Background: an optimization exercise with open tools, aiming at small area, a short achievable clock period and few clock cycles. Do not read the settings as production practice. Power and IR drop assume default switching activity.

## kmsig_transport
module kmsig_transport (
    input              clk,
    input              rst,
    input              ev_valid,
    output             ev_ready,
    input      [2:0]   ev_type,
    input      [7:0]   ev_data,
    output reg         ans_valid,
    output reg [1:0]   ans_code,
    output     [7:0]   ans_byte,
    input              init,
    input      [6:0]   init_addr,
    input              dis,
    input              ui_we,
    input      [1:0]   ui_wave,
    input      [63:0]  ui_freq,
    input      [1:0]   chg_clr,
    output             idle,
    output     [1:0]   wave,
    output     [63:0]  freq,
    output     [135:0] str0,
    output     [135:0] str1,
    output     [1:0]   chg
);
export LEC_CHECK = 0
export ABC_AREA = 1
export CAP_MARGIN = 20
export CORE_MARGIN = 2
export CORE_UTILIZATION = 40
export CTS_CLUSTER_DIAMETER = 80
export CTS_CLUSTER_SIZE = 25
export PLACE_DENSITY = 0.6
export SETUP_SLACK_MARGIN = 2.8
export SLEW_MARGIN = 20
create_clock -name core_clock -period 6.0 [get_ports {clk}]
standard.sh (not shown) runs the stock make flow with config.mk's settings and CLKGATE_MAP_FILE= SYNTH_SCRIPT=/design/flow/synth_recipe.tcl, a recipe that flattens the netlist after the stock synthesis.
==> flow/flow/run.sh <==
#!/bin/bash
# The standard layout, with the ports buffered by the smallest buffer cell.
set -euo pipefail
bash standard.sh "BUFFER_PORTS_ARGS=-buffer_cell sky130_fd_sc_hd__buf_1" finish > standard_flow.log 2>&1
Rerun with:
--- a/flow/design.v
+++ b/flow/design.v
@@ -40,22 +40,23 @@
     reg        armed;
     reg [6:0]  slave_addr;
     reg [1:0]  bus_state;
     reg [7:0]  rxbuf [0:7];
     reg [3:0]  rxlen;
     reg        wr1;           
     reg        wr2;           
     reg [7:0]  txbuf [0:3];
     reg        tx4;           
     reg [2:0]  txidx;         
     reg        tx_ff;         
+    reg [1:0]  tx_last;       
     reg [30:0] resp;          
     reg        resp_valid;    
     reg        pend1;         
     reg        busy;          
     reg [2:0]  div_cnt;
     reg        div_cy;        
     reg [9:0]  div_x;         
     reg        div_c;         
     reg [6:0]  div_rem;
     reg [3:0]  div_a;         
     reg [6:0]  div_b;         
@@ -150,24 +151,27 @@
     localparam [15:0] MT0 = 16'haaaa;
     localparam [15:0] MT1 = 16'hcccc;
     localparam [15:0] MT2 = 16'h5a5a;
     localparam [15:0] MT3 = 16'h39c6;
     localparam [15:0] MT4 = 16'hf83e;
     localparam [15:0] MT5 = 16'had54;
     localparam [15:0] MT6 = 16'h9b32;
     localparam [15:0] MT7 = 16'h2da4;
     localparam [15:0] MT8 = 16'hce38;
     localparam [15:0] MT9 = 16'h0fc0;
     localparam [15:0] MT10 = 16'hf000;
+    wire [3:0]  m_dig1 = freq_r[7:4];
+    wire [10:0] m_tab1 = {MT10[m_dig1], MT9[m_dig1], MT8[m_dig1], MT7[m_dig1], MT6[m_dig1], MT5[m_dig1], MT4[m_dig1], MT3[m_dig1], MT2[m_dig1], MT1[m_dig1], MT0[m_dig1]};
     wire [10:0] m_tab = {MT10[m_dig], MT9[m_dig], MT8[m_dig], MT7[m_dig], MT6[m_dig], MT5[m_dig], MT4[m_dig], MT3[m_dig], MT2[m_dig], MT1[m_dig], MT0[m_dig]};
     wire [10:0] m_sum = m_tab + {4'd0, m_carry};
+    wire [10:0] m_sum1 = m_tab1 + {4'd0, m_sum[10:4]};
     always @(posedge clk) begin
         if (rst) begin
             armed      <= 1'b0;
             bus_state  <= BS_IDLE;
             resp_valid <= 1'b0;
             ans_valid  <= 1'b0;
             pend1      <= 1'b0;
             wr1        <= 1'b0;
             wr2        <= 1'b0;
             busy       <= 1'b1;       
             div_cnt    <= 3'd0;
@@ -207,23 +211,23 @@
             end
             if (x_qry)
                 resp_valid <= 1'b1;
             if (ui_we) begin
                 busy    <= 1'b1;
                 div_cnt <= 3'd0;
             end else if (busy) begin
                 busy    <= !d_fix;
                 div_cnt <= div_cnt + 3'd1;
             end
             if (x_freq)
-                m_cnt <= 4'd9;
+                m_cnt <= 4'd5;
             else if (m_cnt != 4'd0)
                 m_cnt <= m_cnt - 4'd1;
         end
     end
     always @(posedge clk) begin
         if (init)
             slave_addr <= init_addr;
         if (accept) begin
             ans_code <= ANS_NONE;
             case (ev_type)
                 EV_ADDRW, EV_ADDRR:
@@ -251,22 +255,23 @@
         end
         if (accept && ev_type == EV_ADDRR && addr_match) begin
             txbuf[0] <= resp_valid ? resp[7:0] : 8'h00;
             txbuf[1] <= resp[15:8];
             txbuf[2] <= resp[23:16];
             txbuf[3] <= {1'b0, resp[30:24]};
             tx4      <= resp_valid;
             txidx    <= 3'd0;
         end
         if (accept && ev_type == EV_TXBYTE && in_tx) begin
             tx_ff <= !(txidx == 3'd0 || (tx4 && !txidx[2]));
+            tx_last <= txidx[1:0];
             if (txidx == 3'd0 || (tx4 && !txidx[2]))
                 txidx <= txidx + 3'd1;
         end
         if (x_qry)
             resp <= {enc_wave(wave_r), 1'b0, fr};
         if (rst)
             div_x <= 10'd0;
         else if (ui_we)
             div_x <= ui_freq[29:20];
         else if (busy)
             div_x <= (div_cnt == 3'd0) ? freq_r[19:10] : freq_r[9:0];
@@ -278,36 +283,36 @@
             div_cy  <= d_c2;
             if (d_fix)
                 fr  <= f_sat ? RMAX : fr_fx;
             else if (div_cnt != 3'd0)
                 fr  <= {fr[17:10], fr_lo, d_p};
         end
         if (x_freq)
             fr <= fr_cmd;
         if (x_freq)
             m_carry <= 7'd0;
         else
-            m_carry <= m_sum[10:4];
+            m_carry <= m_sum1[10:4];
     end
     always @(posedge clk) begin
         if (rst) begin
             wave_r <= 2'd3;
             freq_r <= 64'd0;
             chg_r  <= 2'b00;
         end else begin
             if (x_wave)
                 wave_r <= {w[5] | w[2], w[4] | w[1]};
             if (x_freq)
                 freq_r <= {35'd0, w[28:0]};
             else if (m_cnt != 4'd0)
-                freq_r[35:0] <= {m_sum[3:0], freq_r[35:4]};
+                freq_r[39:0] <= {m_sum1[3:0], m_sum[3:0], freq_r[39:8]};
             if (ui_we) begin
                 wave_r <= ui_wave;
                 freq_r <= ui_freq;
             end
             chg_r <= (chg_r | ({1'b0, x_str} << sel)) & ~chg_clr;
         end
     end
     genvar g;
     generate
         for (g = 0; g < 15; g = g + 1) begin : g_str
             localparam [2:0] SL = g / 3;
@@ -318,18 +323,17 @@
             wire [6:0] dat = (hit && !rst) ? fld : 7'd0;
             always @(posedge clk) begin
                 if (rst || ((hit || hitz) && !sel)) s0[g] <= dat;
                 if (rst || ((hit || hitz) &&  sel)) s1[g] <= dat;
             end
             assign str0[8*g +: 8] = {1'b0, s0[g]};
             assign str1[8*g +: 8] = {1'b0, s1[g]};
         end
     endgenerate
     assign str0[135:120] = 16'd0;
     assign str1[135:120] = 16'd0;
-    wire [1:0] tx_prev = txidx[1:0] - 2'd1;
-    assign ans_byte = tx_ff ? 8'hFF : txbuf[tx_prev];
+    assign ans_byte = tx_ff ? 8'hFF : txbuf[tx_last];
     assign idle = !pend1 && !busy && (m_cnt == 4'd0);
     assign wave = wave_r;
     assign freq = freq_r;
     assign chg  = chg_r;
 endmodule
Effect:
- maximum frequency is lower by 3.1%
- final cell count came out higher by 3.0%
- total power increases by 11%
- wire length hardly moves
- flip-flop and latch count went up by 2
- cell area increases by 3.2%
- hold slack barely changes
- count of clock-buffer cells in the layout is higher by 6
- worst setup slack degrades by 110 ps
- core utilization rises by 0.58 points
- clock skew barely changes
No functional check of the RTL was part of any run of this note.

==> static timing again, ports no longer ideal <==
How much do the figures lean on ideal ports? The routed layouts below were timed once more, with nothing changed but the port constraints.
Step 1: set_driving_cell puts a clkbuf_16 on clk and a buf_2 on each other input, an assumption about the parent block.
Step 2 moves the port delays by t, midway between the first and last clock arrival at a register: inputs arrive t later, outputs are due t later. That takes back most of the time a late clock gives input paths.
Slacks: ideal / step 1 / step 2; pairs: ideal / step 1.
run	t (ns)	slack for setup (ns)	latest minus earliest clock arrival (ns)
the first run	0.665	2.570 / 2.570 / 2.309	0.027 / 0.028
the second run	0.664	2.460 / 2.460 / 2.341	0.024 / 0.024
After both steps setup and hold are still met in every run listed. The setup slack of the first run, which loses most, moves by 0.000 ns with the drivers and by -0.261 ns with both steps.
